Background: an optimization exercise with open tools, aiming at small area. Do not read the settings as production practice. The RTL was checked by simulation tests, not by an equivalence proof against the original design. Power is estimated from default activity; no workload was simulated.

== willow ==
// ppv2p
module ppv2p (
    input  wire         clk,
    input  wire         rst,         
    input  wire         clr,         
    input  wire         cfg_we,
    input  wire [1:0]   cfg_wdata,
    input  wire         timeout,
    input  wire         in_err,
    input  wire         in_valid,
    input  wire [7:0]   in_data,
    input  wire         in_eof,
    output wire         in_ready,
    output wire [1:0]   st_q,
    output wire         done,
    output wire         rejected,
    output wire         res_valid,
    output wire [3:0]   err_q,
    output wire         io_cause_q,
    output wire [1:0]   disp,
    output wire [1:0]   cfg_q,
    output wire [16:0]  pos,
    output wire [3:0]   hdr_version,
    output wire [3:0]   hdr_command,
    output wire [3:0]   hdr_family,
    output wire [3:0]   hdr_protocol,
    output wire [15:0]  hdr_alen,
    output wire [127:0] src_ip,
    output wire [127:0] dst_ip,
    output wire [15:0]  src_port,
    output wire [15:0]  dst_port
);
For scale: ~370 I/O pins.
clock: 6.0 ns
lec_check: 0
cap_margin: 20
core_margin: 2
core_utilization: 65
slew_margin: 20
standard.sh (not shown) runs the stock make flow with config.mk's settings and CLKGATE_MAP_FILE= SYNTH_SCRIPT=/design/flow/synth_recipe.tcl, a recipe that flattens the netlist after the stock synthesis.
==> flow/flow/run.sh <==
#!/bin/bash
# Layout flow: the standard ORFS flow (standard.sh) with three changes.
#  1. After the standard synthesis (run unchanged), the combinational logic
#     between the registers is re-mapped by ABC with an area-oriented script
#     (flow/remap.tcl).  Every register keeps its instance name and cell type.
#  2. Port buffers use the smallest buffer cell (buf_1).
#  3. CTS builds the tree from clkbuf_4 with sink clusters of up to 10
#     flip-flops and no dummy loads.
# Each step's full output goes to its own log in this folder; ORFS's per-step
# logs stay under orfs/logs/.
set -euo pipefail
R=orfs/results/${FLOW_PLATFORM}/ppv2p/base
YOSYS_BIN=${FLOW_HOME}/../tools/install/yosys/bin/yosys
[[ -x $YOSYS_BIN ]] || YOSYS_BIN=yosys

# 1. standard synthesis
bash standard.sh synth > synth_make.log 2>&1

# 2. re-map the combinational logic of its netlist
cp "$R/1_2_yosys.v" "$R/1_2_yosys_standard.v"
REMAP_LIB=${FLOW_HOME}/platforms/${FLOW_PLATFORM}/lib/sky130_fd_sc_hd__tt_025C_1v80.lib \
REMAP_IN="$R/1_2_yosys_standard.v" REMAP_TOP=${FLOW_TOP} \
REMAP_STAT=remap_stat.txt REMAP_OUT=remap.v \
  "$YOSYS_BIN" -c flow/remap.tcl > remap_yosys.log 2>&1
cp remap.v "$R/1_2_yosys.v"
rm -f "$R/1_synth.odb" "$R/1_synth.sdc"

# 3. the rest of the standard flow on the re-mapped netlist
bash standard.sh \
  "BUFFER_PORTS_ARGS=-buffer_cell sky130_fd_sc_hd__buf_1" \
  "CTS_ARGS=-sink_clustering_enable -repair_clock_nets -sink_clustering_size 10 -sink_clustering_max_diameter 40 -buf_list sky130_fd_sc_hd__clkbuf_4 -dont_use_dummy_load" \
  finish > orfs_make.log 2>&1
==> flow/flow/remap.tcl <==
# Re-map the combinational logic of the standard synthesis netlist for area.
# Registers (and tie cells) are kept exactly as the standard synthesis made
# them: same instances, names and cell types.  Only the logic between them is
# re-synthesised by ABC with an area-oriented script.
yosys -import
set lib $::env(REMAP_LIB)
read_liberty -ignore_miss_func $lib
read_verilog $::env(REMAP_IN)
hierarchy -top $::env(REMAP_TOP)
# keep sequential and tie cells as they are
foreach c {sky130_fd_sc_hd__edfxtp_1 sky130_fd_sc_hd__dfxtp_1 sky130_fd_sc_hd__conb_1} {
  setattr -mod -set blackbox 1 $c
}
flatten
delete {t:$scopeinfo}
# the pins of flattened cells became wires named <cell>.<pin>: make them internal
yosys rename -hide {w:*.*}
opt_clean -purge
# the flattened cell modules are gone: declare every library cell again (as a blackbox)
read_liberty -lib -ignore_redef $lib
abc -liberty $lib -script "+strash;dch,-f;map,-a;mfs2;strash;dch,-f;map,-a;topo" \
  -dont_use *probe* -dont_use *lpflow* -dont_use *clkbuf* -dont_use *clkinv* \
  -dont_use *dlygate* -dont_use *clkdly* -dont_use *dlymetal*
splitnets
opt_clean -purge
hilomap -singleton -hicell sky130_fd_sc_hd__conb_1 HI -locell sky130_fd_sc_hd__conb_1 LO
insbuf -buf sky130_fd_sc_hd__buf_4 A X
opt_clean -purge
yosys rename -hide w:*\$*
tee -o $::env(REMAP_STAT) stat -liberty $lib
check -assert -mapped
write_verilog -noattr -nohex -nodec $::env(REMAP_OUT)
willow | stages: all done | timing, DRC, antenna: all pass
> inputs changed (willow -> delta)
--- a/flow/flow/remap.tcl
+++ b/flow/flow/remap.tcl
@@ -19,5 +19,5 @@
 # the flattened cell modules are gone: declare every library cell again (as a blackbox)
 read_liberty -lib -ignore_redef $lib
-abc -liberty $lib -script "+strash;dch,-f;map,-a;mfs2;strash;dch,-f;map,-a;topo" \
+abc -liberty $lib -script "+strash;dc2;dch,-f;amap;mfs2;strash;dch,-f;amap;topo" \
   -dont_use *probe* -dont_use *lpflow* -dont_use *clkbuf* -dont_use *clkinv* \
   -dont_use *dlygate* -dont_use *clkdly* -dont_use *dlymetal*
Notes after the runs:
Number of clock buffers in the layout up about 5% in delta wrt willow
Against willow, delta comes in 19 lower on non-clock inverter instance count of the final layout.
Total power: delta above willow
Between delta and willow, the layout-stage area growth over the synthesis result does not differ in any meaningful way.
The final reports for delta and willow show largest net degree at the start of global routing lower in the former.
delta vs willow — synthesized area dropped slightly
The portion of the layout cell area used by clock cells of willow and that of delta are within noise of each other.

-- what the ideal ports hide --
The flow's constraints put no driver on any port. The routed layouts listed below were extracted and timed again, unchanged, in two steps.
Step 1 assumes that a clkbuf_16 drives the clock port and a buf_2 every other input.
Step 2 moves the port delays by t, midway between the first and last clock arrival at a register: inputs arrive t later, outputs are due t later. That takes back most of the time a late clock gives input paths.
Three values: ideal, step 1, step 2; two values: the first two.
run | t (ns) | setup slack, ns | worst setup path at the end | worst data-port slew with drivers (ns)
willow | 0.652 | 0.925 / 0.883 / 1.535 | register to output | 0.04
delta | 0.655 | 1.127 / 1.084 / 1.738 | register to output | 0.03
After both steps setup and hold are still met in every run listed.
